What follows belongs to an exercise in optimizing a design on an open flow for small area, a short achievable clock period and few clock cycles per item; a production flow would make more cautious choices. Function was not checked in any run shown here: the RTL went through the layout flow alone. No activity file was given, so power comes from the tool's default toggle rates.

==> design/flow/design.v <==
module smlb_compositor #(
    parameter H = 64                       
) (
    input  wire        clk,
    input  wire        rst,                
    input  wire        in_valid,
    output wire        in_ready,
    input  wire [47:0] in_src,
    input  wire [47:0] in_row,
    input  wire        in_last,
    input  wire [15:0] in_hwy,
    input  wire [2:0]  in_shift,
    input  wire [7:0]  in_bright,
    input  wire        in_ck_en,
    input  wire [47:0] in_ck_key,
    input  wire [15:0] in_ck_first,
    input  wire [15:0] in_ck_last,
    output reg         out_valid,
    input  wire        out_ready,
    output reg  [47:0] out_row,
    output reg         out_last,
    output reg  [1:0]  out_status
);
    localparam [1:0] ST_OK = 2'd0, ST_SATURATED = 2'd1, ST_RANGE = 2'd2;
    reg  k_valid;
    reg  in_ready_q;
    wire adv = !k_valid;
    assign in_ready = in_ready_q;
    wire       in_range = (in_shift > 3'd4) || (in_hwy >= H);
    wire [5:0] hwy_lo   = in_hwy[5:0];
    wire       below    = (in_ck_first[15:6] != 10'd0) || (hwy_lo < in_ck_first[5:0]);
    wire       above    = (in_ck_last[15:6] == 10'd0) && (hwy_lo > in_ck_last[5:0]);
    wire       in_keyed = in_src == in_ck_key;
    wire       in_skip  = in_range || (in_bright == 8'd0) ||
                          (in_ck_en && (below || above || in_keyed));
    reg        s1_valid;
    reg [47:0] s1_src, s1_row;
    reg [2:0]  s1_shift;
    reg [7:0]  s1_br;                      
    reg        s1_skip, s1_range, s1_last;
    always @(posedge clk) begin
        if (rst)
            s1_valid <= 1'b0;
        else if (adv)
            s1_valid <= in_valid;
    end
    always @(posedge clk) begin
        if (adv) begin
            s1_src    <= in_src;
            s1_row    <= in_row;
            s1_shift  <= in_shift;
            s1_br     <= in_skip ? 8'd0 : in_bright;
            s1_skip   <= in_skip;
            s1_range  <= in_range;
            s1_last   <= in_last;
        end
    end
    function [16:0] correct_raw;           
        input [15:0] v;
        input [2:0]  s;
        reg   [19:0] t;
        begin
            t = {4'd0, v} << s;
            if (t[19:16] != 4'd0)
                correct_raw = {1'b1, 16'hFFFF};
            else
                correct_raw = {1'b0, t[15:0]};
        end
    endfunction
    wire [16:0] cr = correct_raw(s1_src[47:32], s1_shift);
    wire [16:0] cg = correct_raw(s1_src[31:16], s1_shift);
    wire [16:0] cb = correct_raw(s1_src[15:0],  s1_shift);
    wire [7:0]  br_eff = s1_br;
    wire [23:0] nr, ng, nb;
    smlb_numer u_nr (.o(s1_row[47:32]), .t(cr[15:0]), .br(br_eff), .n(nr));
    smlb_numer u_ng (.o(s1_row[31:16]), .t(cg[15:0]), .br(br_eff), .n(ng));
    smlb_numer u_nb (.o(s1_row[15:0]),  .t(cb[15:0]),   .br(br_eff), .n(nb));
    wire pix_sat = !s1_skip && (cr[16] || cg[16] || cb[16]);
    reg row_sat;
    wire [1:0] status = s1_range             ? ST_RANGE :
                        (row_sat || pix_sat) ? ST_SATURATED : ST_OK;
    reg        s2_valid;
    reg [23:0] s2_nr, s2_ng, s2_nb;
    reg [1:0]  s2_status;
    reg        s2_last;
    always @(posedge clk) begin
        if (rst) begin
            s2_valid <= 1'b0;
            row_sat  <= 1'b0;
        end else if (adv) begin
            s2_valid <= s1_valid;
            if (s1_valid)
                row_sat <= s1_last ? 1'b0 : (row_sat || pix_sat);
        end
    end
    always @(posedge clk) begin
        if (adv) begin
            s2_nr     <= nr;
            s2_ng     <= ng;
            s2_nb     <= nb;
            s2_status <= s1_last ? status : ST_OK;
            s2_last   <= s1_last;
        end
    end
    wire [15:0] qr, qg, qb;
    smlb_div255 u_qr (.n(s2_nr), .q(qr));
    smlb_div255 u_qg (.n(s2_ng), .q(qg));
    smlb_div255 u_qb (.n(s2_nb), .q(qb));
    wire [50:0] res = {qr, qg, qb, s2_last, s2_status};
    reg  [50:0] k_data;
    wire        o_free = !out_valid || out_ready;
    always @(posedge clk) begin
        if (rst) begin
            out_valid <= 1'b0;
            k_valid   <= 1'b0;
        end else if (o_free) begin
            out_valid <= k_valid || s2_valid;
            k_valid   <= 1'b0;
        end else if (!k_valid) begin
            k_valid   <= s2_valid;
        end
    end
    always @(posedge clk) begin
        if (rst)
            in_ready_q <= 1'b1;
        else
            in_ready_q <= o_free || (!k_valid && !s2_valid);
    end
    always @(posedge clk) begin
        if (!k_valid)
            k_data <= res;
        if (o_free)
            {out_row, out_last, out_status} <= k_valid ? k_data : res;
    end
endmodule
module smlb_div255 (
    input  wire [23:0] n,
    output wire [15:0] q
);
    wire [7:0] h1 = n[23:16], h0 = n[15:8], l = n[7:0];
    wire [9:0] s3 = {2'd0, h1} + {2'd0, h0} + {2'd0, l};
    wire       c1 = s3 >= 10'd255;
    wire       c2 = s3 >= 10'd510;
    wire [8:0] lo0 = {1'b0, h0} + {1'b0, h1};
    wire [8:0] lo  = lo0 + {7'd0, c2, c1 & ~c2};
    assign q = {lo[8] ? h1 + 8'd1 : h1, lo[7:0]};
endmodule
module smlb_numer (
    input  wire [15:0] o,
    input  wire [15:0] t,
    input  wire [7:0]  br,
    output wire [23:0] n
);
    wire r0_0 = br[0] ? t[0] : o[0];
    wire r0_1 = br[0] ? t[1] : o[1];
    wire r0_2 = br[0] ? t[2] : o[2];
    wire r0_3 = br[0] ? t[3] : o[3];
    wire r0_4 = br[0] ? t[4] : o[4];
    wire r0_5 = br[0] ? t[5] : o[5];
    wire r0_6 = br[0] ? t[6] : o[6];
    wire r0_7 = br[0] ? t[7] : o[7];
    wire r0_8 = br[0] ? t[8] : o[8];
    wire r0_9 = br[0] ? t[9] : o[9];
    wire r0_10 = br[0] ? t[10] : o[10];
    wire r0_11 = br[0] ? t[11] : o[11];
    wire r0_12 = br[0] ? t[12] : o[12];
    wire r0_13 = br[0] ? t[13] : o[13];
    wire r0_14 = br[0] ? t[14] : o[14];
    wire r0_15 = br[0] ? t[15] : o[15];
    wire r1_0 = br[1] ? t[0] : o[0];
    wire r1_1 = br[1] ? t[1] : o[1];
    wire r1_2 = br[1] ? t[2] : o[2];
    wire r1_3 = br[1] ? t[3] : o[3];
    wire r1_4 = br[1] ? t[4] : o[4];
    wire r1_5 = br[1] ? t[5] : o[5];
    wire r1_6 = br[1] ? t[6] : o[6];
    wire r1_7 = br[1] ? t[7] : o[7];
    wire r1_8 = br[1] ? t[8] : o[8];
    wire r1_9 = br[1] ? t[9] : o[9];
    wire r1_10 = br[1] ? t[10] : o[10];
    wire r1_11 = br[1] ? t[11] : o[11];
    wire r1_12 = br[1] ? t[12] : o[12];
    wire r1_13 = br[1] ? t[13] : o[13];
    wire r1_14 = br[1] ? t[14] : o[14];
    wire r1_15 = br[1] ? t[15] : o[15];
    wire r2_0 = br[2] ? t[0] : o[0];
    wire r2_1 = br[2] ? t[1] : o[1];
    wire r2_2 = br[2] ? t[2] : o[2];
    wire r2_3 = br[2] ? t[3] : o[3];
    wire r2_4 = br[2] ? t[4] : o[4];
    wire r2_5 = br[2] ? t[5] : o[5];
    wire r2_6 = br[2] ? t[6] : o[6];
    wire r2_7 = br[2] ? t[7] : o[7];
    wire r2_8 = br[2] ? t[8] : o[8];
    wire r2_9 = br[2] ? t[9] : o[9];
    wire r2_10 = br[2] ? t[10] : o[10];
    wire r2_11 = br[2] ? t[11] : o[11];
    wire r2_12 = br[2] ? t[12] : o[12];
    wire r2_13 = br[2] ? t[13] : o[13];
    wire r2_14 = br[2] ? t[14] : o[14];
    wire r2_15 = br[2] ? t[15] : o[15];
    wire r3_0 = br[3] ? t[0] : o[0];
    wire r3_1 = br[3] ? t[1] : o[1];
    wire r3_2 = br[3] ? t[2] : o[2];
    wire r3_3 = br[3] ? t[3] : o[3];
    wire r3_4 = br[3] ? t[4] : o[4];
    wire r3_5 = br[3] ? t[5] : o[5];
    wire r3_6 = br[3] ? t[6] : o[6];
    wire r3_7 = br[3] ? t[7] : o[7];
    wire r3_8 = br[3] ? t[8] : o[8];
    wire r3_9 = br[3] ? t[9] : o[9];
    wire r3_10 = br[3] ? t[10] : o[10];
    wire r3_11 = br[3] ? t[11] : o[11];
    wire r3_12 = br[3] ? t[12] : o[12];
    wire r3_13 = br[3] ? t[13] : o[13];
    wire r3_14 = br[3] ? t[14] : o[14];
    wire r3_15 = br[3] ? t[15] : o[15];
    wire r4_0 = br[4] ? t[0] : o[0];
    wire r4_1 = br[4] ? t[1] : o[1];
    wire r4_2 = br[4] ? t[2] : o[2];
    wire r4_3 = br[4] ? t[3] : o[3];
    wire r4_4 = br[4] ? t[4] : o[4];
    wire r4_5 = br[4] ? t[5] : o[5];
    wire r4_6 = br[4] ? t[6] : o[6];
    wire r4_7 = br[4] ? t[7] : o[7];
    wire r4_8 = br[4] ? t[8] : o[8];
    wire r4_9 = br[4] ? t[9] : o[9];
    wire r4_10 = br[4] ? t[10] : o[10];
    wire r4_11 = br[4] ? t[11] : o[11];
    wire r4_12 = br[4] ? t[12] : o[12];
    wire r4_13 = br[4] ? t[13] : o[13];
    wire r4_14 = br[4] ? t[14] : o[14];
    wire r4_15 = br[4] ? t[15] : o[15];
    wire r5_0 = br[5] ? t[0] : o[0];
    wire r5_1 = br[5] ? t[1] : o[1];
    wire r5_2 = br[5] ? t[2] : o[2];
    wire r5_3 = br[5] ? t[3] : o[3];
    wire r5_4 = br[5] ? t[4] : o[4];
    wire r5_5 = br[5] ? t[5] : o[5];
    wire r5_6 = br[5] ? t[6] : o[6];
    wire r5_7 = br[5] ? t[7] : o[7];
    wire r5_8 = br[5] ? t[8] : o[8];
    wire r5_9 = br[5] ? t[9] : o[9];
    wire r5_10 = br[5] ? t[10] : o[10];
    wire r5_11 = br[5] ? t[11] : o[11];
    wire r5_12 = br[5] ? t[12] : o[12];
    wire r5_13 = br[5] ? t[13] : o[13];
    wire r5_14 = br[5] ? t[14] : o[14];
    wire r5_15 = br[5] ? t[15] : o[15];
    wire r6_0 = br[6] ? t[0] : o[0];
    wire r6_1 = br[6] ? t[1] : o[1];
    wire r6_2 = br[6] ? t[2] : o[2];
    wire r6_3 = br[6] ? t[3] : o[3];
    wire r6_4 = br[6] ? t[4] : o[4];
    wire r6_5 = br[6] ? t[5] : o[5];
    wire r6_6 = br[6] ? t[6] : o[6];
    wire r6_7 = br[6] ? t[7] : o[7];
    wire r6_8 = br[6] ? t[8] : o[8];
    wire r6_9 = br[6] ? t[9] : o[9];
    wire r6_10 = br[6] ? t[10] : o[10];
    wire r6_11 = br[6] ? t[11] : o[11];
    wire r6_12 = br[6] ? t[12] : o[12];
    wire r6_13 = br[6] ? t[13] : o[13];
    wire r6_14 = br[6] ? t[14] : o[14];
    wire r6_15 = br[6] ? t[15] : o[15];
    wire r7_0 = br[7] ? t[0] : o[0];
    wire r7_1 = br[7] ? t[1] : o[1];
    wire r7_2 = br[7] ? t[2] : o[2];
    wire r7_3 = br[7] ? t[3] : o[3];
    wire r7_4 = br[7] ? t[4] : o[4];
    wire r7_5 = br[7] ? t[5] : o[5];
    wire r7_6 = br[7] ? t[6] : o[6];
    wire r7_7 = br[7] ? t[7] : o[7];
    wire r7_8 = br[7] ? t[8] : o[8];
    wire r7_9 = br[7] ? t[9] : o[9];
    wire r7_10 = br[7] ? t[10] : o[10];
    wire r7_11 = br[7] ? t[11] : o[11];
    wire r7_12 = br[7] ? t[12] : o[12];
    wire r7_13 = br[7] ? t[13] : o[13];
    wire r7_14 = br[7] ? t[14] : o[14];
    wire r7_15 = br[7] ? t[15] : o[15];
    wire w1;
    wire w2;
    wire w3;
    wire w4;
    wire w5;
    wire w6;
    wire w7;
    wire w8;
    wire w9;
    wire w10;
    wire w11;
    wire w12;
    wire w13;
    wire w14;
    wire w15;
    wire w16;
    wire w17;
    wire w18;
    wire w19;
    wire w20;
    wire w21;
    wire w22;
    wire w23;
    wire w24;
    wire w25;
    wire w26;
    wire w27;
    wire w28;
    wire w29;
    wire w30;
    wire w31;
    wire w32;
    wire w33;
    wire w34;
    wire w35;
    wire w36;
    wire w37;
    wire w38;
    wire w39;
    wire w40;
    wire w41;
    wire w42;
    wire w43;
    wire w44;
    wire w45;
    wire w46;
    wire w47;
    wire w48;
    wire w49;
    wire w50;
    wire w51;
    wire w52;
    wire w53;
    wire w54;
    wire w55;
    wire w56;
    wire w57;
    wire w58;
    wire w59;
    wire w60;
    wire w61;
    wire w62;
    wire w63;
    wire w64;
    wire w65;
    wire w66;
    wire w67;
    wire w68;
    wire w69;
    wire w70;
    wire w71;
    wire w72;
    wire w73;
    wire w74;
    wire w75;
    wire w76;
    wire w77;
    wire w78;
    wire w79;
    wire w80;
    wire w81;
    wire w82;
    wire w83;
    wire w84;
    wire w85;
    wire w86;
    wire w87;
    wire w88;
    wire w89;
    wire w90;
    wire w91;
    wire w92;
    wire w93;
    wire w94;
    wire w95;
    wire w96;
    wire w97;
    wire w98;
    wire w99;
    wire w100;
    wire w101;
    wire w102;
    wire w103;
    wire w104;
    wire w105;
    wire w106;
    wire w107;
    wire w108;
    wire w109;
    wire w110;
    wire w111;
    wire w112;
    wire w113;
    wire w114;
    wire w115;
    wire w116;
    wire w117;
    wire w118;
    wire w119;
    wire w120;
    wire w121;
    wire w122;
    wire w123;
    wire w124;
    wire w125;
    wire w126;
    wire w127;
    wire w128;
    wire w129;
    wire w130;
    wire w131;
    wire w132;
    wire w133;
    wire w134;
    wire w135;
    wire w136;
    wire w137;
    wire w138;
    wire w139;
    wire w140;
    wire w141;
    wire w142;
    wire w143;
    wire w144;
    wire w145;
    wire w146;
    wire w147;
    wire w148;
    wire w149;
    wire w150;
    wire w151;
    wire w152;
    wire w153;
    wire w154;
    wire w155;
    wire w156;
    wire w157;
    wire w158;
    wire w159;
    wire w160;
    wire w161;
    wire w162;
    wire w163;
    wire w164;
    wire w165;
    wire w166;
    wire w167;
    wire w168;
    wire w169;
    wire w170;
    wire w171;
    wire w172;
    wire w173;
    wire w174;
    wire w175;
    wire w176;
    wire w177;
    wire w178;
    wire w179;
    wire w180;
    wire w181;
    wire w182;
    wire w183;
    wire w184;
    wire w185;
    wire w186;
    wire w187;
    wire w188;
    wire w189;
    wire w190;
    wire w191;
    wire w192;
    wire w193;
    wire w194;
    wire w195;
    wire w196;
    wire w197;
    wire w198;
    wire w199;
    wire w200;
    wire w201;
    wire w202;
    wire w203;
    wire w204;
    wire w205;
    wire w206;
    wire w207;
    wire w208;
    wire w209;
    wire w210;
    wire w211;
    wire w212;
    wire w213;
    wire w214;
    wire w215;
    wire w216;
    wire w217;
    wire w218;
    wire w219;
    wire w220;
    wire w221;
    wire w222;
    wire w223;
    wire w224;
    wire w225;
    wire w226;
    wire w227;
    wire w228;
    wire w229;
    wire w230;
    wire w231;
    wire w232;
    wire w233;
    wire w234;
    wire w235;
    wire w236;
    wire w237;
    wire w238;
    wire w239;
    wire w240;
    wire w241;
    wire w242;
    wire w243;
    wire w244;
    wire w245;
    wire w246;
    wire w247;
    wire w248;
    wire w249;
    wire w250;
    wire w251;
    wire w252;
    wire w253;
    wire w254;
    wire w255;
    wire w256;
    wire w257;
    wire w258;
    wire w259;
    wire w260;
    wire w261;
    wire w262;
    wire w263;
    wire w264;
    wire w265;
    wire w266;
    wire w267;
    wire w268;
    wire w269;
    wire w270;
    wire w271;
    wire w272;
    wire w273;
    wire w274;
    wire w275;
    wire w276;
    wire w277;
    wire w278;
    wire w279;
    wire w280;
    wire w281;
    wire w282;
    wire w283;
    wire w284;
    wire w285;
    wire w286;
    wire w287;
    wire w288;
    wire w289;
    wire w290;
    wire w291;
    wire w292;
    wire w293;
    wire w294;
    wire w295;
    wire w296;
    wire w297;
    wire w298;
    wire w299;
    wire w300;
    wire w301;
    wire w302;
    wire w303;
    wire w304;
    wire w305;
    wire w306;
    wire w307;
    wire w308;
    wire w309;
    wire w310;
    wire w311;
    wire w312;
    wire w313;
    wire w314;
    wire w315;
    wire w316;
    wire w317;
    wire w318;
    wire w319;
    wire w320;
    wire w321;
    wire w322;
    wire w323;
    wire w324;
    wire w325;
    wire w326;
    wire w327;
    wire w328;
    wire w329;
    wire w330;
    wire w331;
    wire w332;
    wire w333;
    wire w334;
    wire w335;
    wire w336;
    wire w337;
    wire w338;
    wire w339;
    wire w340;
    assign w1 = r0_6 ^ r1_5;
    assign w2 = r0_6 & r1_5;
    assign w3 = r0_7 ^ r1_6 ^ r2_5;
    assign w4 = (r0_7 & r1_6) | (r0_7 & r2_5) | (r1_6 & r2_5);
    assign w5 = r3_4 ^ r4_3;
    assign w6 = r3_4 & r4_3;
    assign w7 = r0_8 ^ r1_7 ^ r2_6;
    assign w8 = (r0_8 & r1_7) | (r0_8 & r2_6) | (r1_7 & r2_6);
    assign w9 = r3_5 ^ r4_4 ^ r5_3;
    assign w10 = (r3_5 & r4_4) | (r3_5 & r5_3) | (r4_4 & r5_3);
    assign w11 = r0_9 ^ r1_8 ^ r2_7;
    assign w12 = (r0_9 & r1_8) | (r0_9 & r2_7) | (r1_8 & r2_7);
    assign w13 = r3_6 ^ r4_5 ^ r5_4;
    assign w14 = (r3_6 & r4_5) | (r3_6 & r5_4) | (r4_5 & r5_4);
    assign w15 = r0_10 ^ r1_9 ^ r2_8;
    assign w16 = (r0_10 & r1_9) | (r0_10 & r2_8) | (r1_9 & r2_8);
    assign w17 = r3_7 ^ r4_6 ^ r5_5;
    assign w18 = (r3_7 & r4_6) | (r3_7 & r5_5) | (r4_6 & r5_5);
    assign w19 = r0_11 ^ r1_10 ^ r2_9;
    assign w20 = (r0_11 & r1_10) | (r0_11 & r2_9) | (r1_10 & r2_9);
    assign w21 = r3_8 ^ r4_7 ^ r5_6;
    assign w22 = (r3_8 & r4_7) | (r3_8 & r5_6) | (r4_7 & r5_6);
    assign w23 = r0_12 ^ r1_11 ^ r2_10;
    assign w24 = (r0_12 & r1_11) | (r0_12 & r2_10) | (r1_11 & r2_10);
    assign w25 = r3_9 ^ r4_8 ^ r5_7;
    assign w26 = (r3_9 & r4_8) | (r3_9 & r5_7) | (r4_8 & r5_7);
    assign w27 = r0_13 ^ r1_12 ^ r2_11;
    assign w28 = (r0_13 & r1_12) | (r0_13 & r2_11) | (r1_12 & r2_11);
    assign w29 = r3_10 ^ r4_9 ^ r5_8;
    assign w30 = (r3_10 & r4_9) | (r3_10 & r5_8) | (r4_9 & r5_8);
    assign w31 = r0_14 ^ r1_13 ^ r2_12;
    assign w32 = (r0_14 & r1_13) | (r0_14 & r2_12) | (r1_13 & r2_12);
    assign w33 = r3_11 ^ r4_10 ^ r5_9;
    assign w34 = (r3_11 & r4_10) | (r3_11 & r5_9) | (r4_10 & r5_9);
    assign w35 = r0_15 ^ r1_14 ^ r2_13;
    assign w36 = (r0_15 & r1_14) | (r0_15 & r2_13) | (r1_14 & r2_13);
    assign w37 = r3_12 ^ r4_11 ^ r5_10;
    assign w38 = (r3_12 & r4_11) | (r3_12 & r5_10) | (r4_11 & r5_10);
    assign w39 = r1_15 ^ r2_14 ^ r3_13;
    assign w40 = (r1_15 & r2_14) | (r1_15 & r3_13) | (r2_14 & r3_13);
    assign w41 = r4_12 ^ r5_11;
    assign w42 = r4_12 & r5_11;
    assign w43 = r2_15 ^ r3_14 ^ r4_13;
    assign w44 = (r2_15 & r3_14) | (r2_15 & r4_13) | (r3_14 & r4_13);
    assign w45 = r0_4 ^ r1_3;
    assign w46 = r0_4 & r1_3;
    assign w47 = r0_5 ^ r1_4 ^ r2_3;
    assign w48 = (r0_5 & r1_4) | (r0_5 & r2_3) | (r1_4 & r2_3);
    assign w49 = r3_2 ^ r4_1;
    assign w50 = r3_2 & r4_1;
    assign w51 = w1 ^ r2_4 ^ r3_3;
    assign w52 = (w1 & r2_4) | (w1 & r3_3) | (r2_4 & r3_3);
    assign w53 = r4_2 ^ r5_1 ^ r6_0;
    assign w54 = (r4_2 & r5_1) | (r4_2 & r6_0) | (r5_1 & r6_0);
    assign w55 = w2 ^ w3 ^ w5;
    assign w56 = (w2 & w3) | (w2 & w5) | (w3 & w5);
    assign w57 = r5_2 ^ r6_1 ^ r7_0;
    assign w58 = (r5_2 & r6_1) | (r5_2 & r7_0) | (r6_1 & r7_0);
    assign w59 = w4 ^ w6 ^ w7;
    assign w60 = (w4 & w6) | (w4 & w7) | (w6 & w7);
    assign w61 = w9 ^ r6_2 ^ r7_1;
    assign w62 = (w9 & r6_2) | (w9 & r7_1) | (r6_2 & r7_1);
    assign w63 = w8 ^ w10 ^ w11;
    assign w64 = (w8 & w10) | (w8 & w11) | (w10 & w11);
    assign w65 = w13 ^ r6_3 ^ r7_2;
    assign w66 = (w13 & r6_3) | (w13 & r7_2) | (r6_3 & r7_2);
    assign w67 = w12 ^ w14 ^ w15;
    assign w68 = (w12 & w14) | (w12 & w15) | (w14 & w15);
    assign w69 = w17 ^ r6_4 ^ r7_3;
    assign w70 = (w17 & r6_4) | (w17 & r7_3) | (r6_4 & r7_3);
    assign w71 = w16 ^ w18 ^ w19;
    assign w72 = (w16 & w18) | (w16 & w19) | (w18 & w19);
    assign w73 = w21 ^ r6_5 ^ r7_4;
    assign w74 = (w21 & r6_5) | (w21 & r7_4) | (r6_5 & r7_4);
    assign w75 = w20 ^ w22 ^ w23;
    assign w76 = (w20 & w22) | (w20 & w23) | (w22 & w23);
    assign w77 = w25 ^ r6_6 ^ r7_5;
    assign w78 = (w25 & r6_6) | (w25 & r7_5) | (r6_6 & r7_5);
    assign w79 = w24 ^ w26 ^ w27;
    assign w80 = (w24 & w26) | (w24 & w27) | (w26 & w27);
    assign w81 = w29 ^ r6_7 ^ r7_6;
    assign w82 = (w29 & r6_7) | (w29 & r7_6) | (r6_7 & r7_6);
    assign w83 = w28 ^ w30 ^ w31;
    assign w84 = (w28 & w30) | (w28 & w31) | (w30 & w31);
    assign w85 = w33 ^ r6_8 ^ r7_7;
    assign w86 = (w33 & r6_8) | (w33 & r7_7) | (r6_8 & r7_7);
    assign w87 = w32 ^ w34 ^ w35;
    assign w88 = (w32 & w34) | (w32 & w35) | (w34 & w35);
    assign w89 = w37 ^ r6_9 ^ r7_8;
    assign w90 = (w37 & r6_9) | (w37 & r7_8) | (r6_9 & r7_8);
    assign w91 = w36 ^ w38 ^ w39;
    assign w92 = (w36 & w38) | (w36 & w39) | (w38 & w39);
    assign w93 = w41 ^ r6_10 ^ r7_9;
    assign w94 = (w41 & r6_10) | (w41 & r7_9) | (r6_10 & r7_9);
    assign w95 = w40 ^ w42 ^ w43;
    assign w96 = (w40 & w42) | (w40 & w43) | (w42 & w43);
    assign w97 = r5_12 ^ r6_11 ^ r7_10;
    assign w98 = (r5_12 & r6_11) | (r5_12 & r7_10) | (r6_11 & r7_10);
    assign w99 = w44 ^ r3_15 ^ r4_14;
    assign w100 = (w44 & r3_15) | (w44 & r4_14) | (r3_15 & r4_14);
    assign w101 = r5_13 ^ r6_12 ^ r7_11;
    assign w102 = (r5_13 & r6_12) | (r5_13 & r7_11) | (r6_12 & r7_11);
    assign w103 = r4_15 ^ r5_14 ^ r6_13;
    assign w104 = (r4_15 & r5_14) | (r4_15 & r6_13) | (r5_14 & r6_13);
    assign w105 = r0_3 ^ r1_2;
    assign w106 = r0_3 & r1_2;
    assign w107 = w45 ^ r2_2 ^ r3_1;
    assign w108 = (w45 & r2_2) | (w45 & r3_1) | (r2_2 & r3_1);
    assign w109 = w46 ^ w47 ^ w49;
    assign w110 = (w46 & w47) | (w46 & w49) | (w47 & w49);
    assign w111 = w48 ^ w50 ^ w51;
    assign w112 = (w48 & w50) | (w48 & w51) | (w50 & w51);
    assign w113 = w52 ^ w54 ^ w55;
    assign w114 = (w52 & w54) | (w52 & w55) | (w54 & w55);
    assign w115 = w56 ^ w58 ^ w59;
    assign w116 = (w56 & w58) | (w56 & w59) | (w58 & w59);
    assign w117 = w60 ^ w62 ^ w63;
    assign w118 = (w60 & w62) | (w60 & w63) | (w62 & w63);
    assign w119 = w64 ^ w66 ^ w67;
    assign w120 = (w64 & w66) | (w64 & w67) | (w66 & w67);
    assign w121 = w68 ^ w70 ^ w71;
    assign w122 = (w68 & w70) | (w68 & w71) | (w70 & w71);
    assign w123 = w72 ^ w74 ^ w75;
    assign w124 = (w72 & w74) | (w72 & w75) | (w74 & w75);
    assign w125 = w76 ^ w78 ^ w79;
    assign w126 = (w76 & w78) | (w76 & w79) | (w78 & w79);
    assign w127 = w80 ^ w82 ^ w83;
    assign w128 = (w80 & w82) | (w80 & w83) | (w82 & w83);
    assign w129 = w84 ^ w86 ^ w87;
    assign w130 = (w84 & w86) | (w84 & w87) | (w86 & w87);
    assign w131 = w88 ^ w90 ^ w91;
    assign w132 = (w88 & w90) | (w88 & w91) | (w90 & w91);
    assign w133 = w92 ^ w94 ^ w95;
    assign w134 = (w92 & w94) | (w92 & w95) | (w94 & w95);
    assign w135 = w96 ^ w98 ^ w99;
    assign w136 = (w96 & w98) | (w96 & w99) | (w98 & w99);
    assign w137 = w100 ^ w102 ^ w103;
    assign w138 = (w100 & w102) | (w100 & w103) | (w102 & w103);
    assign w139 = w104 ^ r5_15 ^ r6_14;
    assign w140 = (w104 & r5_15) | (w104 & r6_14) | (r5_15 & r6_14);
    assign w141 = r0_2 ^ r1_1;
    assign w142 = r0_2 & r1_1;
    assign w143 = w105 ^ r2_1 ^ r3_0;
    assign w144 = (w105 & r2_1) | (w105 & r3_0) | (r2_1 & r3_0);
    assign w145 = w106 ^ w107 ^ r4_0;
    assign w146 = (w106 & w107) | (w106 & r4_0) | (w107 & r4_0);
    assign w147 = w108 ^ w109 ^ r5_0;
    assign w148 = (w108 & w109) | (w108 & r5_0) | (w109 & r5_0);
    assign w149 = w110 ^ w111 ^ w53;
    assign w150 = (w110 & w111) | (w110 & w53) | (w111 & w53);
    assign w151 = w112 ^ w113 ^ w57;
    assign w152 = (w112 & w113) | (w112 & w57) | (w113 & w57);
    assign w153 = w114 ^ w115 ^ w61;
    assign w154 = (w114 & w115) | (w114 & w61) | (w115 & w61);
    assign w155 = w116 ^ w117 ^ w65;
    assign w156 = (w116 & w117) | (w116 & w65) | (w117 & w65);
    assign w157 = w118 ^ w119 ^ w69;
    assign w158 = (w118 & w119) | (w118 & w69) | (w119 & w69);
    assign w159 = w120 ^ w121 ^ w73;
    assign w160 = (w120 & w121) | (w120 & w73) | (w121 & w73);
    assign w161 = w122 ^ w123 ^ w77;
    assign w162 = (w122 & w123) | (w122 & w77) | (w123 & w77);
    assign w163 = w124 ^ w125 ^ w81;
    assign w164 = (w124 & w125) | (w124 & w81) | (w125 & w81);
    assign w165 = w126 ^ w127 ^ w85;
    assign w166 = (w126 & w127) | (w126 & w85) | (w127 & w85);
    assign w167 = w128 ^ w129 ^ w89;
    assign w168 = (w128 & w129) | (w128 & w89) | (w129 & w89);
    assign w169 = w130 ^ w131 ^ w93;
    assign w170 = (w130 & w131) | (w130 & w93) | (w131 & w93);
    assign w171 = w132 ^ w133 ^ w97;
    assign w172 = (w132 & w133) | (w132 & w97) | (w133 & w97);
    assign w173 = w134 ^ w135 ^ w101;
    assign w174 = (w134 & w135) | (w134 & w101) | (w135 & w101);
    assign w175 = w136 ^ w137 ^ r7_12;
    assign w176 = (w136 & w137) | (w136 & r7_12) | (w137 & r7_12);
    assign w177 = w138 ^ w139 ^ r7_13;
    assign w178 = (w138 & w139) | (w138 & r7_13) | (w139 & r7_13);
    assign w179 = w140 ^ r6_15 ^ r7_14;
    assign w180 = (w140 & r6_15) | (w140 & r7_14) | (r6_15 & r7_14);
    assign w181 = r0_1 & r1_0;
    assign w182 = r0_1 ^ r1_0;
    assign w183 = w141 & r2_0;
    assign w184 = w141 ^ r2_0;
    assign w185 = w142 & w143;
    assign w186 = w142 ^ w143;
    assign w187 = w144 & w145;
    assign w188 = w144 ^ w145;
    assign w189 = w146 & w147;
    assign w190 = w146 ^ w147;
    assign w191 = w148 & w149;
    assign w192 = w148 ^ w149;
    assign w193 = w150 & w151;
    assign w194 = w150 ^ w151;
    assign w195 = w152 & w153;
    assign w196 = w152 ^ w153;
    assign w197 = w154 & w155;
    assign w198 = w154 ^ w155;
    assign w199 = w156 & w157;
    assign w200 = w156 ^ w157;
    assign w201 = w158 & w159;
    assign w202 = w158 ^ w159;
    assign w203 = w160 & w161;
    assign w204 = w160 ^ w161;
    assign w205 = w162 & w163;
    assign w206 = w162 ^ w163;
    assign w207 = w164 & w165;
    assign w208 = w164 ^ w165;
    assign w209 = w166 & w167;
    assign w210 = w166 ^ w167;
    assign w211 = w168 & w169;
    assign w212 = w168 ^ w169;
    assign w213 = w170 & w171;
    assign w214 = w170 ^ w171;
    assign w215 = w172 & w173;
    assign w216 = w172 ^ w173;
    assign w217 = w174 & w175;
    assign w218 = w174 ^ w175;
    assign w219 = w176 & w177;
    assign w220 = w176 ^ w177;
    assign w221 = w178 & w179;
    assign w222 = w178 ^ w179;
    assign w223 = w180 & r7_15;
    assign w224 = w180 ^ r7_15;
    assign w225 = w182 & r0_0;
    assign w226 = w185 | (w186 & w183);
    assign w227 = w186 & w184;
    assign w228 = w189 | (w190 & w187);
    assign w229 = w190 & w188;
    assign w230 = w193 | (w194 & w191);
    assign w231 = w194 & w192;
    assign w232 = w197 | (w198 & w195);
    assign w233 = w198 & w196;
    assign w234 = w201 | (w202 & w199);
    assign w235 = w202 & w200;
    assign w236 = w205 | (w206 & w203);
    assign w237 = w206 & w204;
    assign w238 = w209 | (w210 & w207);
    assign w239 = w210 & w208;
    assign w240 = w213 | (w214 & w211);
    assign w241 = w214 & w212;
    assign w242 = w217 | (w218 & w215);
    assign w243 = w218 & w216;
    assign w244 = w221 | (w222 & w219);
    assign w245 = w222 & w220;
    assign w246 = w183 | (w184 & w181);
    assign w247 = w184 & w225;
    assign w248 = w226 | (w227 & w181);
    assign w249 = w227 & w225;
    assign w250 = w191 | (w192 & w228);
    assign w251 = w192 & w229;
    assign w252 = w230 | (w231 & w228);
    assign w253 = w231 & w229;
    assign w254 = w199 | (w200 & w232);
    assign w255 = w200 & w233;
    assign w256 = w234 | (w235 & w232);
    assign w257 = w235 & w233;
    assign w258 = w207 | (w208 & w236);
    assign w259 = w208 & w237;
    assign w260 = w238 | (w239 & w236);
    assign w261 = w239 & w237;
    assign w262 = w215 | (w216 & w240);
    assign w263 = w216 & w241;
    assign w264 = w242 | (w243 & w240);
    assign w265 = w243 & w241;
    assign w266 = w223 | (w224 & w244);
    assign w267 = w224 & w245;
    assign w268 = w187 | (w188 & w248);
    assign w269 = w188 & w249;
    assign w270 = w228 | (w229 & w248);
    assign w271 = w229 & w249;
    assign w272 = w250 | (w251 & w248);
    assign w273 = w251 & w249;
    assign w274 = w252 | (w253 & w248);
    assign w275 = w253 & w249;
    assign w276 = w203 | (w204 & w256);
    assign w277 = w204 & w257;
    assign w278 = w236 | (w237 & w256);
    assign w279 = w237 & w257;
    assign w280 = w258 | (w259 & w256);
    assign w281 = w259 & w257;
    assign w282 = w260 | (w261 & w256);
    assign w283 = w261 & w257;
    assign w284 = w219 | (w220 & w264);
    assign w285 = w220 & w265;
    assign w286 = w244 | (w245 & w264);
    assign w287 = w245 & w265;
    assign w288 = w266 | (w267 & w264);
    assign w289 = w267 & w265;
    assign w290 = w195 | (w196 & w274);
    assign w291 = w196 & w275;
    assign w292 = w232 | (w233 & w274);
    assign w293 = w233 & w275;
    assign w294 = w254 | (w255 & w274);
    assign w295 = w255 & w275;
    assign w296 = w256 | (w257 & w274);
    assign w297 = w257 & w275;
    assign w298 = w276 | (w277 & w274);
    assign w299 = w277 & w275;
    assign w300 = w278 | (w279 & w274);
    assign w301 = w279 & w275;
    assign w302 = w280 | (w281 & w274);
    assign w303 = w281 & w275;
    assign w304 = w282 | (w283 & w274);
    assign w305 = w283 & w275;
    assign w306 = w211 | (w212 & w304);
    assign w307 = w212 & w305;
    assign w308 = w240 | (w241 & w304);
    assign w309 = w241 & w305;
    assign w310 = w262 | (w263 & w304);
    assign w311 = w263 & w305;
    assign w312 = w264 | (w265 & w304);
    assign w313 = w265 & w305;
    assign w314 = w284 | (w285 & w304);
    assign w315 = w285 & w305;
    assign w316 = w286 | (w287 & w304);
    assign w317 = w287 & w305;
    assign w318 = w288 | (w289 & w304);
    assign w319 = w289 & w305;
    assign w320 = w184 ^ w181;
    assign w321 = w186 ^ w246;
    assign w322 = w188 ^ w248;
    assign w323 = w190 ^ w268;
    assign w324 = w192 ^ w270;
    assign w325 = w194 ^ w272;
    assign w326 = w196 ^ w274;
    assign w327 = w198 ^ w290;
    assign w328 = w200 ^ w292;
    assign w329 = w202 ^ w294;
    assign w330 = w204 ^ w296;
    assign w331 = w206 ^ w298;
    assign w332 = w208 ^ w300;
    assign w333 = w210 ^ w302;
    assign w334 = w212 ^ w304;
    assign w335 = w214 ^ w306;
    assign w336 = w216 ^ w308;
    assign w337 = w218 ^ w310;
    assign w338 = w220 ^ w312;
    assign w339 = w222 ^ w314;
    assign w340 = w224 ^ w316;
    assign n = {w318, w340, w339, w338, w337, w336, w335, w334, w333, w332, w331, w330, w329, w328, w327, w326, w325, w324, w323, w322, w321, w320, w182, r0_0};
endmodule
==> design/flow/flow/run.sh <==
#!/bin/bash
# The standard layout, with two changes: the ports get buf_1 buffers instead
# of the delay buffers buffer_ports picks by default, and the timing repair
# is asked to leave a setup margin, so that it works on the paths that set
# the achieved period. Each tool's log is in orfs/logs; make's output is in
# standard.log.
set -e
bash standard.sh SETUP_SLACK_MARGIN=17.7 "BUFFER_PORTS_ARGS=-buffer_cell sky130_fd_sc_hd__buf_1" finish > standard.log 2>&1
==> design/flow/standard.sh <==
#!/bin/bash
# synth_recipe.tcl (not shown) runs the flow's synth.tcl, then flattens the netlist and writes it again
# the make line also repeats each setting of config.mk as NAME=value (left out here)
make -C /OpenROAD-flow-scripts/flow DESIGN_CONFIG=/design/flow/config.mk WORK_HOME=/design/flow/orfs CLKGATE_MAP_FILE= SYNTH_SCRIPT=/design/flow/synth_recipe.tcl "${@:-finish}"
==> design/flow/config.mk <==
export PLATFORM = sky130hd
export DESIGN_NAME = smlb_compositor
export DESIGN_NICKNAME = smlb_compositor
export VERILOG_FILES = /design/flow/design.v
export SDC_FILE = /design/flow/constraint.sdc
export NUM_CORES = 4
export LEC_CHECK = 0
export CAP_MARGIN = 20
export CORE_MARGIN = 2
export CORE_UTILIZATION = 40
export PLACE_DENSITY = 0.6
export SLEW_MARGIN = 20
==> design/flow/constraint.sdc <==
create_clock -name core_clock -period 24.0 [get_ports {clk}]
set_input_delay 4.8000 -clock core_clock [delete_from_list [all_inputs] [get_ports {clk}]]
set_output_delay 4.8000 -clock core_clock [all_outputs]
set_load 0.01 [all_outputs]
==> flow_summary.toml, run 1 <==
[synthesis]
synth_top_area_share = 0.2516
syn_nets = 3632
synth_warnings = 1
synth_edf_count = 236
synth_flop_cell = "edfxtp_1"
synth.distinct_cells = 79
async_reset_ff_frac = 0
synth_seq_cells = 293
synth_area_leaders = "edfxtp_1 25%, fa_1 21%, ha_1 7.7%"
avgSynthCellArea_um2 = 9.519
synth.largest_area_cell = "edfxtp_1"
yosysSeqAreaShare = 0.2921
syn_area_um2 = 28170
synthCells = 2959

[critical_path]
startpoint_type = "input port"
cp.required_ps = 24290
cp-end-kind = "flip-flop"
cp_max_fo = 9
worstSetupPathType = "in2reg"
worstPathArrival_ps = 6530

[floorplan]
num_rows = 97
die_h_um = 269.4
design.core.area_um2 = 69910
initial_utilization = 0.4029
ios = 262
die_w_um = 269.4
die-area_um2 = 72560

[global_routing]
grt-ovfl-total = 0
grt_max_degree = 129
grt_pass1_vias = 20160
antenna_found_initial = 4
grt_pass1_wl_mm = 112.0
grt_usage = 0.1918

[timing]
fin_crit_sh = 0.2600
clock_skew_ps = 11.57
grt_setup_unrepaired = "yes"
slew_violations = 0
final_hold_viol_count = 0
whs_ps = 466.2
setup_viol = 0
fin_setup_tns_ps = 0
setup_slack_ps = 17760
tightest_slew_ps = 1091
clock.fmax_mhz = 160.2
relSlewSlack = 0.2729
post-route-min-period_ps = 6241

[flow_run]
max_cap_viol_count = 0

[detailed_routing]
vias = 21020
remaining_drc_errors = 0
wl_mm = 71.45
viasPerCell = 5.080
drtAntennaViolNets = 0
drtIter0Drc = 1443
first_pass_iters = 5
wire_per_inst_um = 17.27

[run_status]
status = "no timing/DRC/antenna violations"

[clock_network]
cts_hold_buf = 0
path_clk_slew_ps = 60
cts.path.max_buffers = 3
htreeDepth = 2
numCtsBuffers = 37
root_buffer = "clkbuf_16"
clock_sinks = 293
cts_tree = "done"
clock_latency_ps = 570

[power]
total_leakage_power_nw = 13.17
p_comb_frac = 0.651
p_clk_frac = 0.133
power_switching_mw = 1.997
ir_drop_mv = 0.07572
power.density_nw_per_um2 = 141.0
total_power_mw = 4.525
swShare = 0.4413
seqPwrFrac = 0.217
internal_power_mw = 2.528

[hold_path]
worstHoldPathType = "reg2reg"

[place]
place_inst = 4027
preCtsSetupSlack_ps = 16650
io_buffers = 261
globalplace.congestion = 0.8509
hpwl_mm = 54.04

[finish]
drive_gt1_frac = 0.09671
syn2layout_area_growth_pct = 13.96
fin_cells = 4138
nNetsFinal = 3839
-- layer usage --
layer  global-route usage  up-vias  share of wire
met1               0.2770     9925           0.47
met4              0.04678        2          0.023
li1                     -    10420              -
met3              0.03010       88          0.056
met5                    0        -        0.00022
met2               0.3015      591           0.45
-- synth_stat cells (13+ instances only) --
cell and n:
nor4_1 25, a21oi_1 274, nand3_1 25, o21ai_0 225, fa_1 291, xnor2_1 62
buf_1 19, xor2_1 92, o21ai_1 35, or2_2 15, o211a_4 19, mux2_2 31
a21o_1 32, o21a_1 13, inv_1 351, nor2_1 285, clkbuf_1 91, buf_2 17
nor3_1 18, nand4_1 13, and3_1 13, dfxtp_1 57, edfxtp_1 236, buf_6 15
ha_1 173, mux2i_1 37, o211ai_1 33, nand2_1 294
-- final timing paths --
path,start,to,slack (ps),depth (start not counted)
setup / recovery,in_src[37],s1_br[3]$_SDFFCE_PP0N_,17760,7
hold / removal,k_data[9]$_DFF_P_,k_data[9]$_DFF_P_,470,2
setup reg to reg,s1_shift[0]$_DFFE_PN_,s2_nb[22]$_DFFE_PN_,17810,24
hold reg to reg,k_data[9]$_DFF_P_,k_data[9]$_DFF_P_,470,2
-- power by group through the flow --
stage	Combinational [mW]	Sequential, mW	Clock [mW]
3_5_place_dp	2.79	0.995	0
2_1_floorplan	2.15	0.967	0
4_1_cts	2.83	0.985	0.617
5_1_grt	3.36	0.999	0.634
3_3_place_gp	2.75	0.995	0
6_report	2.94	0.980	0.600
-- cell usage in the layout (no fill, tap or decap), drive strengths merged, types with 18 or more instances in the layout --
| master | Yosys | final |
|---|---|---|
| nor4 | 25 | 25 |
| o211ai | 33 | 33 |
| ha | 173 | 173 |
| nand2 | 294 | 294 |
| edfxtp | 236 | 236 |
| nor2 | 285 | 285 |
| dfxtp | 57 | 57 |
| xor2 | 92 | 92 |
| inv | 354 | 359 |
| xnor2 | 65 | 65 |
| mux2 | 34 | 34 |
| a21oi | 278 | 278 |
| o21ai | 260 | 260 |
| buf | 59 | 314 |
| nor3 | 18 | 18 |
| fa | 291 | 291 |
| mux2i | 38 | 38 |
| a21o | 32 | 32 |
| o211a | 29 | 29 |
| clkbuf | 92 | 46 |
| nand3 | 25 | 25 |
-- sequential cells by signal, summed over array words and instances, names as in the netlist, 2 cells and up --
signal and cells:
k_data 51, s2_ng 24, out_status 2, s2_nr 24, s1_br 8, s2_nb 24
s1_shift 3, s2_status 2, s1_src 48, out_row 48, s1_row 48
-- what timing repair did --
item,4_1_cts,5_1_grt
endpoints found under the setup margin,53,51
cloned,1,3
buffers inserted,10,24
pin swaps,2,38
resized for setup,21,119
-- per-stage QoR --
step                cell area, µm²  utilization
floorplan                    28260            -
global placement             29800       0.4263
detailed placement           29800       0.4263
CTS                          31350       0.4484
global route                 32090       0.4591
finish                       32100       0.4592
-- critical path: stages --
cell and delay, ps:
buf_1 110, xor2_1 150, nor4_1 390, nand4_1 210, nor3_2 390, o31a_2 390
nor3b_2 90
-- kinds of logic (layout without fill, tap and decap cells) --
logic type / count (synthesis) / in the layout / synth area share
DFF: 293 / 293 / 0.2921
other: 0 / 3 / 0
and+or+nand+nor: 740 / 740 / 0.1125
adders and majority gates: 464 / 464 / 0.2837
AOI/OAI and AO/OA: 726 / 726 / 0.1611
muxes: 72 / 72 / 0.02723
xor gates and xnor gates: 157 / 157 / 0.04962
buffers and inverters: 507 / 743 / 0.07378
-- cell type report --
type | instances | area [µm²]
repair buffers | 319 | 1603
flip-flops and latches | 293 | 8229
fillers | 6753 | 37810
multi-input cells | 2159 | 18410
clock inverters | 26 | 342.8
clock buffers | 42 | 965.9
well taps | 940 | 1176
inverters | 356 | 1366
diodes | 3 | 7.507
==> inputs of run 2 (changes only) <==
--- a/design/flow/design.v
+++ b/design/flow/design.v
@@ -34,8 +34,31 @@
     wire       in_skip  = in_range || (in_bright == 8'd0) ||
                           (in_ck_en && (below || above || in_keyed));
+    function [16:0] correct_raw;           
+        input [15:0] v;
+        input [2:0]  s;
+        reg   [15:0] t;
+        reg          c;
+        begin
+            if (s[2]) begin
+                t = {v[11:0], 4'd0};
+                c = v[15:12] != 4'd0;
+            end else begin
+                case (s[1:0])
+                    2'd0: begin t = v;                c = 1'b0;              end
+                    2'd1: begin t = {v[14:0], 1'd0};  c = v[15];             end
+                    2'd2: begin t = {v[13:0], 2'd0};  c = v[15:14] != 2'd0;  end
+                    default: begin t = {v[12:0], 3'd0}; c = v[15:13] != 3'd0; end
+                endcase
+            end
+            correct_raw = {c, t};
+        end
+    endfunction
+    wire [16:0] in_cr = correct_raw(in_src[47:32], in_shift);
+    wire [16:0] in_cg = correct_raw(in_src[31:16], in_shift);
+    wire [16:0] in_cb = correct_raw(in_src[15:0],  in_shift);
     reg        s1_valid;
-    reg [47:0] s1_src, s1_row;
-    reg [2:0]  s1_shift;
-    reg [7:0]  s1_br;                      
+    reg [47:0] s1_u, s1_row;               
+    reg [2:0]  s1_clamp;                   
+    reg [7:0]  s1_bright;
     reg        s1_skip, s1_range, s1_last;
     always @(posedge clk) begin
@@ -47,8 +70,8 @@
     always @(posedge clk) begin
         if (adv) begin
-            s1_src    <= in_src;
+            s1_u      <= {in_cr[15:0], in_cg[15:0], in_cb[15:0]};
+            s1_clamp  <= {in_cr[16], in_cg[16], in_cb[16]};
             s1_row    <= in_row;
-            s1_shift  <= in_shift;
-            s1_br     <= in_skip ? 8'd0 : in_bright;
+            s1_bright <= in_bright;
             s1_skip   <= in_skip;
             s1_range  <= in_range;
@@ -56,25 +79,11 @@
         end
     end
-    function [16:0] correct_raw;           
-        input [15:0] v;
-        input [2:0]  s;
-        reg   [19:0] t;
-        begin
-            t = {4'd0, v} << s;
-            if (t[19:16] != 4'd0)
-                correct_raw = {1'b1, 16'hFFFF};
-            else
-                correct_raw = {1'b0, t[15:0]};
-        end
-    endfunction
-    wire [16:0] cr = correct_raw(s1_src[47:32], s1_shift);
-    wire [16:0] cg = correct_raw(s1_src[31:16], s1_shift);
-    wire [16:0] cb = correct_raw(s1_src[15:0],  s1_shift);
-    wire [7:0]  br_eff = s1_br;
+    wire [7:0]  br_eff = s1_skip ? 8'd0 : s1_bright;
+    wire [47:0] s1_t = s1_u | {{16{s1_clamp[2]}}, {16{s1_clamp[1]}}, {16{s1_clamp[0]}}};
     wire [23:0] nr, ng, nb;
-    smlb_numer u_nr (.o(s1_row[47:32]), .t(cr[15:0]), .br(br_eff), .n(nr));
-    smlb_numer u_ng (.o(s1_row[31:16]), .t(cg[15:0]), .br(br_eff), .n(ng));
-    smlb_numer u_nb (.o(s1_row[15:0]),  .t(cb[15:0]),   .br(br_eff), .n(nb));
-    wire pix_sat = !s1_skip && (cr[16] || cg[16] || cb[16]);
+    smlb_numer u_nr (.o(s1_row[47:32]), .t(s1_t[47:32]), .br(br_eff), .n(nr));
+    smlb_numer u_ng (.o(s1_row[31:16]), .t(s1_t[31:16]), .br(br_eff), .n(ng));
+    smlb_numer u_nb (.o(s1_row[15:0]),  .t(s1_t[15:0]),  .br(br_eff), .n(nb));
+    wire pix_sat = !s1_skip && (s1_clamp != 3'd0);
     reg row_sat;
     wire [1:0] status = s1_range             ? ST_RANGE :
@@ -598,26 +607,4 @@
     wire w317;
     wire w318;
-    wire w319;
-    wire w320;
-    wire w321;
-    wire w322;
-    wire w323;
-    wire w324;
-    wire w325;
-    wire w326;
-    wire w327;
-    wire w328;
-    wire w329;
-    wire w330;
-    wire w331;
-    wire w332;
-    wire w333;
-    wire w334;
-    wire w335;
-    wire w336;
-    wire w337;
-    wire w338;
-    wire w339;
-    wire w340;
     assign w1 = r0_6 ^ r1_5;
     assign w2 = r0_6 & r1_5;
@@ -865,99 +852,77 @@
     assign w244 = w221 | (w222 & w219);
     assign w245 = w222 & w220;
-    assign w246 = w183 | (w184 & w181);
-    assign w247 = w184 & w225;
-    assign w248 = w226 | (w227 & w181);
-    assign w249 = w227 & w225;
-    assign w250 = w191 | (w192 & w228);
-    assign w251 = w192 & w229;
-    assign w252 = w230 | (w231 & w228);
-    assign w253 = w231 & w229;
-    assign w254 = w199 | (w200 & w232);
-    assign w255 = w200 & w233;
-    assign w256 = w234 | (w235 & w232);
-    assign w257 = w235 & w233;
-    assign w258 = w207 | (w208 & w236);
-    assign w259 = w208 & w237;
-    assign w260 = w238 | (w239 & w236);
-    assign w261 = w239 & w237;
-    assign w262 = w215 | (w216 & w240);
-    assign w263 = w216 & w241;
-    assign w264 = w242 | (w243 & w240);
-    assign w265 = w243 & w241;
-    assign w266 = w223 | (w224 & w244);
-    assign w267 = w224 & w245;
-    assign w268 = w187 | (w188 & w248);
-    assign w269 = w188 & w249;
-    assign w270 = w228 | (w229 & w248);
-    assign w271 = w229 & w249;
-    assign w272 = w250 | (w251 & w248);
-    assign w273 = w251 & w249;
-    assign w274 = w252 | (w253 & w248);
-    assign w275 = w253 & w249;
-    assign w276 = w203 | (w204 & w256);
-    assign w277 = w204 & w257;
-    assign w278 = w236 | (w237 & w256);
-    assign w279 = w237 & w257;
-    assign w280 = w258 | (w259 & w256);
-    assign w281 = w259 & w257;
-    assign w282 = w260 | (w261 & w256);
-    assign w283 = w261 & w257;
-    assign w284 = w219 | (w220 & w264);
-    assign w285 = w220 & w265;
-    assign w286 = w244 | (w245 & w264);
-    assign w287 = w245 & w265;
-    assign w288 = w266 | (w267 & w264);
-    assign w289 = w267 & w265;
-    assign w290 = w195 | (w196 & w274);
-    assign w291 = w196 & w275;
-    assign w292 = w232 | (w233 & w274);
-    assign w293 = w233 & w275;
-    assign w294 = w254 | (w255 & w274);
-    assign w295 = w255 & w275;
-    assign w296 = w256 | (w257 & w274);
-    assign w297 = w257 & w275;
-    assign w298 = w276 | (w277 & w274);
-    assign w299 = w277 & w275;
-    assign w300 = w278 | (w279 & w274);
-    assign w301 = w279 & w275;
-    assign w302 = w280 | (w281 & w274);
-    assign w303 = w281 & w275;
-    assign w304 = w282 | (w283 & w274);
-    assign w305 = w283 & w275;
-    assign w306 = w211 | (w212 & w304);
-    assign w307 = w212 & w305;
-    assign w308 = w240 | (w241 & w304);
-    assign w309 = w241 & w305;
-    assign w310 = w262 | (w263 & w304);
-    assign w311 = w263 & w305;
-    assign w312 = w264 | (w265 & w304);
-    assign w313 = w265 & w305;
-    assign w314 = w284 | (w285 & w304);
-    assign w315 = w285 & w305;
-    assign w316 = w286 | (w287 & w304);
-    assign w317 = w287 & w305;
-    assign w318 = w288 | (w289 & w304);
-    assign w319 = w289 & w305;
-    assign w320 = w184 ^ w181;
-    assign w321 = w186 ^ w246;
-    assign w322 = w188 ^ w248;
-    assign w323 = w190 ^ w268;
-    assign w324 = w192 ^ w270;
-    assign w325 = w194 ^ w272;
-    assign w326 = w196 ^ w274;
-    assign w327 = w198 ^ w290;
-    assign w328 = w200 ^ w292;
-    assign w329 = w202 ^ w294;
-    assign w330 = w204 ^ w296;
-    assign w331 = w206 ^ w298;
-    assign w332 = w208 ^ w300;
-    assign w333 = w210 ^ w302;
-    assign w334 = w212 ^ w304;
-    assign w335 = w214 ^ w306;
-    assign w336 = w216 ^ w308;
-    assign w337 = w218 ^ w310;
-    assign w338 = w220 ^ w312;
-    assign w339 = w222 ^ w314;
-    assign w340 = w224 ^ w316;
-    assign n = {w318, w340, w339, w338, w337, w336, w335, w334, w333, w332, w331, w330, w329, w328, w327, w326, w325, w324, w323, w322, w321, w320, w182, r0_0};
+    assign w246 = w226 | (w227 & w181);
+    assign w247 = w227 & w225;
+    assign w248 = w230 | (w231 & w228);
+    assign w249 = w231 & w229;
+    assign w250 = w234 | (w235 & w232);
+    assign w251 = w235 & w233;
+    assign w252 = w238 | (w239 & w236);
+    assign w253 = w239 & w237;
+    assign w254 = w242 | (w243 & w240);
+    assign w255 = w243 & w241;
+    assign w256 = w248 | (w249 & w246);
+    assign w257 = w249 & w247;
+    assign w258 = w252 | (w253 & w250);
+    assign w259 = w253 & w251;
+    assign w260 = w258 | (w259 & w256);
+    assign w261 = w259 & w257;
+    assign w262 = w250 | (w251 & w256);
+    assign w263 = w251 & w257;
+    assign w264 = w254 | (w255 & w260);
+    assign w265 = w255 & w261;
+    assign w266 = w228 | (w229 & w246);
+    assign w267 = w229 & w247;
+    assign w268 = w232 | (w233 & w256);
+    assign w269 = w233 & w257;
+    assign w270 = w236 | (w237 & w262);
+    assign w271 = w237 & w263;
+    assign w272 = w240 | (w241 & w260);
+    assign w273 = w241 & w261;
+    assign w274 = w244 | (w245 & w264);
+    assign w275 = w245 & w265;
+    assign w276 = w183 | (w184 & w181);
+    assign w277 = w184 & w225;
+    assign w278 = w187 | (w188 & w246);
+    assign w279 = w188 & w247;
+    assign w280 = w191 | (w192 & w266);
+    assign w281 = w192 & w267;
+    assign w282 = w195 | (w196 & w256);
+    assign w283 = w196 & w257;
+    assign w284 = w199 | (w200 & w268);
+    assign w285 = w200 & w269;
+    assign w286 = w203 | (w204 & w262);
+    assign w287 = w204 & w263;
+    assign w288 = w207 | (w208 & w270);
+    assign w289 = w208 & w271;
+    assign w290 = w211 | (w212 & w260);
+    assign w291 = w212 & w261;
+    assign w292 = w215 | (w216 & w272);
+    assign w293 = w216 & w273;
+    assign w294 = w219 | (w220 & w264);
+    assign w295 = w220 & w265;
+    assign w296 = w223 | (w224 & w274);
+    assign w297 = w224 & w275;
+    assign w298 = w184 ^ w181;
+    assign w299 = w186 ^ w276;
+    assign w300 = w188 ^ w246;
+    assign w301 = w190 ^ w278;
+    assign w302 = w192 ^ w266;
+    assign w303 = w194 ^ w280;
+    assign w304 = w196 ^ w256;
+    assign w305 = w198 ^ w282;
+    assign w306 = w200 ^ w268;
+    assign w307 = w202 ^ w284;
+    assign w308 = w204 ^ w262;
+    assign w309 = w206 ^ w286;
+    assign w310 = w208 ^ w270;
+    assign w311 = w210 ^ w288;
+    assign w312 = w212 ^ w260;
+    assign w313 = w214 ^ w290;
+    assign w314 = w216 ^ w272;
+    assign w315 = w218 ^ w292;
+    assign w316 = w220 ^ w264;
+    assign w317 = w222 ^ w294;
+    assign w318 = w224 ^ w274;
+    assign n = {w296, w318, w317, w316, w315, w314, w313, w312, w311, w310, w309, w308, w307, w306, w305, w304, w303, w302, w301, w300, w299, w298, w182, r0_0};
 endmodule
--- a/design/flow/flow/run.sh
+++ b/design/flow/flow/run.sh
@@ -6,3 +6,3 @@
 # standard.log.
 set -e
-bash standard.sh SETUP_SLACK_MARGIN=17.7 "BUFFER_PORTS_ARGS=-buffer_cell sky130_fd_sc_hd__buf_1" finish > standard.log 2>&1
+bash standard.sh SETUP_SLACK_MARGIN=18.0 "BUFFER_PORTS_ARGS=-buffer_cell sky130_fd_sc_hd__buf_1" finish > standard.log 2>&1
--- a/design/flow/config.mk
+++ b/design/flow/config.mk
@@ -8,5 +8,8 @@
 export CAP_MARGIN = 20
 export CORE_MARGIN = 2
-export CORE_UTILIZATION = 40
-export PLACE_DENSITY = 0.6
+export CORE_UTILIZATION = 55
+export CTS_BUF_LIST = sky130_fd_sc_hd__clkbuf_8
+export CTS_CLUSTER_DIAMETER = 50
+export CTS_CLUSTER_SIZE = 15
+export PLACE_DENSITY = 0.7
 export SLEW_MARGIN = 20
==> flow_summary.toml, run 2 <==
[run_status]
status = "no timing/DRC/antenna violations"

[clock_network]
numCtsBuffers = 34
cts.path.max_buffers = 3
htreeDepth = 2
root_buffer = "clkbuf_8"
clock_sinks = 293
cts_tree = "done"
clock_latency_ps = 630
path_clk_slew_ps = 90

[critical_path]
cp_max_fo = 1
worstPathArrival_ps = 1170
cp_slowest_cell = "edfxtp_1"
worstSetupPathType = "reg2out"
cp.required_ps = 19200
cp_slowest_stage_delay_ps = 400
crit_family = "flip-flops"
critical_path_buf_inv_count = 1
path_cells = "clkbuf_2"
cp-end-kind = "output pin"
startpoint_type = "flip-flop"

[power]
total_leakage_power_nw = 14.01
p_comb_frac = 0.718
internal_power_mw = 2.555
ir_drop_mv = 0.08785
power.density_nw_per_um2 = 148.5
p_clk_frac = 0.076
swShare = 0.4627
power_switching_mw = 2.200
seqPwrFrac = 0.206
total_power_mw = 4.754

[detailed_routing]
vias = 22570
first_pass_iters = 6
drtIter0Drc = 1755
drtAntennaViolNets = 0
viasPerCell = 5.729
wl_mm = 74.95
remaining_drc_errors = 0
wire_per_inst_um = 19.02

[global_routing]
grt_usage = 0.2716
antenna_found_initial = 4
grt-ovfl-total = 0
grt_pass1_vias = 22040
grt_max_degree = 105
grt_pass1_wl_mm = 115.4

[timing]
setup_viol = 0
slew_violations = 0
clock_skew_ps = 32.68
tightest_slew_ps = 877.0
fin_crit_sh = 0.2485
whs_ps = 469.0
fin_setup_tns_ps = 0
relSlewSlack = 0.4131
clock.fmax_mhz = 167.6
final_hold_viol_count = 0
post-route-min-period_ps = 5965
grt_setup_unrepaired = "yes"

[finish]
nNetsFinal = 3923
multi_input_area_um2 = 18800
drive_gt1_frac = 0.1158
layout_common_cells = "394 x nor2_1, 363 x a21oi_1, 352 x inv_1"
fin_cells = 3940
final_common_cell = "nor2_1"
seq_area_um2 = 8229
largest_register_ffs = 51
utilization = 0.6280
n_fill_cell = 4223
syn2layout_area_growth_pct = 13.48
max_flop_register = "k_data"

[place]
io_buffers = 261
hpwl_mm = 54.60
place_inst = 3788
globalplace.congestion = 1.003

[synthesis]
yosysSeqAreaShare = 0.2916
synth_seq_cells = 293
syn_area_um2 = 28220
avgSynthCellArea_um2 = 9.375
synth_warnings = 1
synth_area_leaders = "edfxtp_1 25%, fa_1 22%, ha_1 7.5%"
synth_top_area_share = 0.2511
yosysMostFrequentCell = "nor2_1"
async_reset_ff_frac = 0
synthTopCellsByCount = "430 x nor2_1, 373 x a21oi_1, 354 x inv_1"
syn_nets = 3701
synth.largest_area_cell = "edfxtp_1"
synth_flop_cell = "edfxtp_1"
synthCells = 3010
synth_edf_count = 236
synth.distinct_cells = 75

[floorplan]
initial_utilization = 0.5534
design.core.area_um2 = 50990
die_h_um = 230.5
die-area_um2 = 53130
ios = 262
num_rows = 83
die_w_um = 230.5

[hold_path]
worstHoldPathType = "reg2reg"

[flow_run]
max_cap_viol_count = 0
run 2: cell types whose count changed in the layout (fill, tap and decap cells not counted), sizes merged, moves of 18 or more:
cell and change:
nor2 +147, nand2 -102, a21oi +98, o21ai -82
o211a -29, o211ai -29, buf +22, fa +21
nand2b +20, a211oi +19, xnor2 -18
run 2: power by group through the flow:
stage / combinational, mW / sequential (mW) / clock (mW)
3_5_place_dp: 3.04 / 0.992 / 0
4_1_cts: 3.08 / 0.980 / 0.375
5_1_grt: 3.82 / 0.995 / 0.393
6_report: 3.41 / 0.979 / 0.363
3_3_place_gp: 2.88 / 0.988 / 0
2_1_floorplan: 2.33 / 0.965 / 0
run 2: cell families after synthesis:
kind of cell    count (synthesis)  synth area share
simple gates                  802            0.1255
mux                            76           0.03379
buf+inv                       536           0.07236
xor+xnor                      123           0.03911
fa+ha+maj                     482            0.2967
compound gates                698            0.1410
flops                         293            0.2916
run 2: repair_timing:
action | in CTS | in global routing
setup endpoints to repair | 72 | 80
gates resized for setup | 73 | 114
setup buffers | 14 | 54
endpoints found under the hold margin | 0 | 0
pin swaps | 0 | 48
hold buffers | 0 | 0
cloned | 7 | 13
run 2: path summary, 6_finish.rpt:
check | depth (start not counted) | startpoint | endpoint | slack (ps)
worst max register to register | 19 | s1_skip$_DFFE_PN_ | s2_nb[21]$_DFFE_PN_ | 18050
worst min-delay path | 2 | k_data[18]$_DFF_P_ | k_data[18]$_DFF_P_ | 470
worst min register to register | 2 | k_data[18]$_DFF_P_ | k_data[18]$_DFF_P_ | 470
worst max-delay path | 1 | out_row[32]$_DFFE_PP_ | out_row[32] | 18030
run 2: final cells by class:
cell class              count  area share
multi-input cells        2192      0.5871
flip-flops and latches    293      0.2570
repair buffers            355     0.06439
inverters                 356     0.04259
well taps                 680     0.02657
clock buffers              36     0.01547
clock inverters            24    0.006603
diodes                      4   0.0003126
run 2: routing by layer:
layer,GRT usage,up-vias,share of wire
met5,0,-,0.00017
met4,0.1034,2,0.044
met3,0.04459,204,0.087
met2,0.4335,1112,0.45
met1,0.3743,10720,0.41
li1,-,10530,-
run 2: metrics by stage:
stage                     cell area, µm²  setup WS, ps
after floorplan                    28380         17810
after global placement             29600         17050
after detailed placement           29600         16990
after CTS                          30770         17960
after global routing               32020         17860
final                              32020         18030

-- what the ideal ports hide --
How much do the figures lean on ideal ports? The routed layouts below were timed once more, with nothing changed but the port constraints.
Step 1 sets driving cells, clkbuf_16 on the clock port and buf_2 on the other inputs (assumed; they add their load-dependent delay and slew).
Step 2 moves the port delays by t, midway between the first and last clock arrival at a register: inputs arrive t later, outputs are due t later. That takes back most of the time a late clock gives input paths.
Three values: ideal ports, drivers, drivers and shift; two values: the first two.
run	shift t [ns]	setup slack, ns	hold slack, ns	worst setup path at the end	clock arrival spread, ns
run 1	0.623	17.759 / 17.799 / 17.176	0.466 / 0.466 / 0.466	input to register	0.013 / 0.014
run 2	0.670	18.035 / 17.979 / 17.430	0.469 / 0.469 / 0.469	input to register	0.038 / 0.037
After both steps setup and hold are still met in every run listed. The setup slack of run 2, which loses most, moves by -0.056 ns with the drivers and by -0.605 ns with both steps.
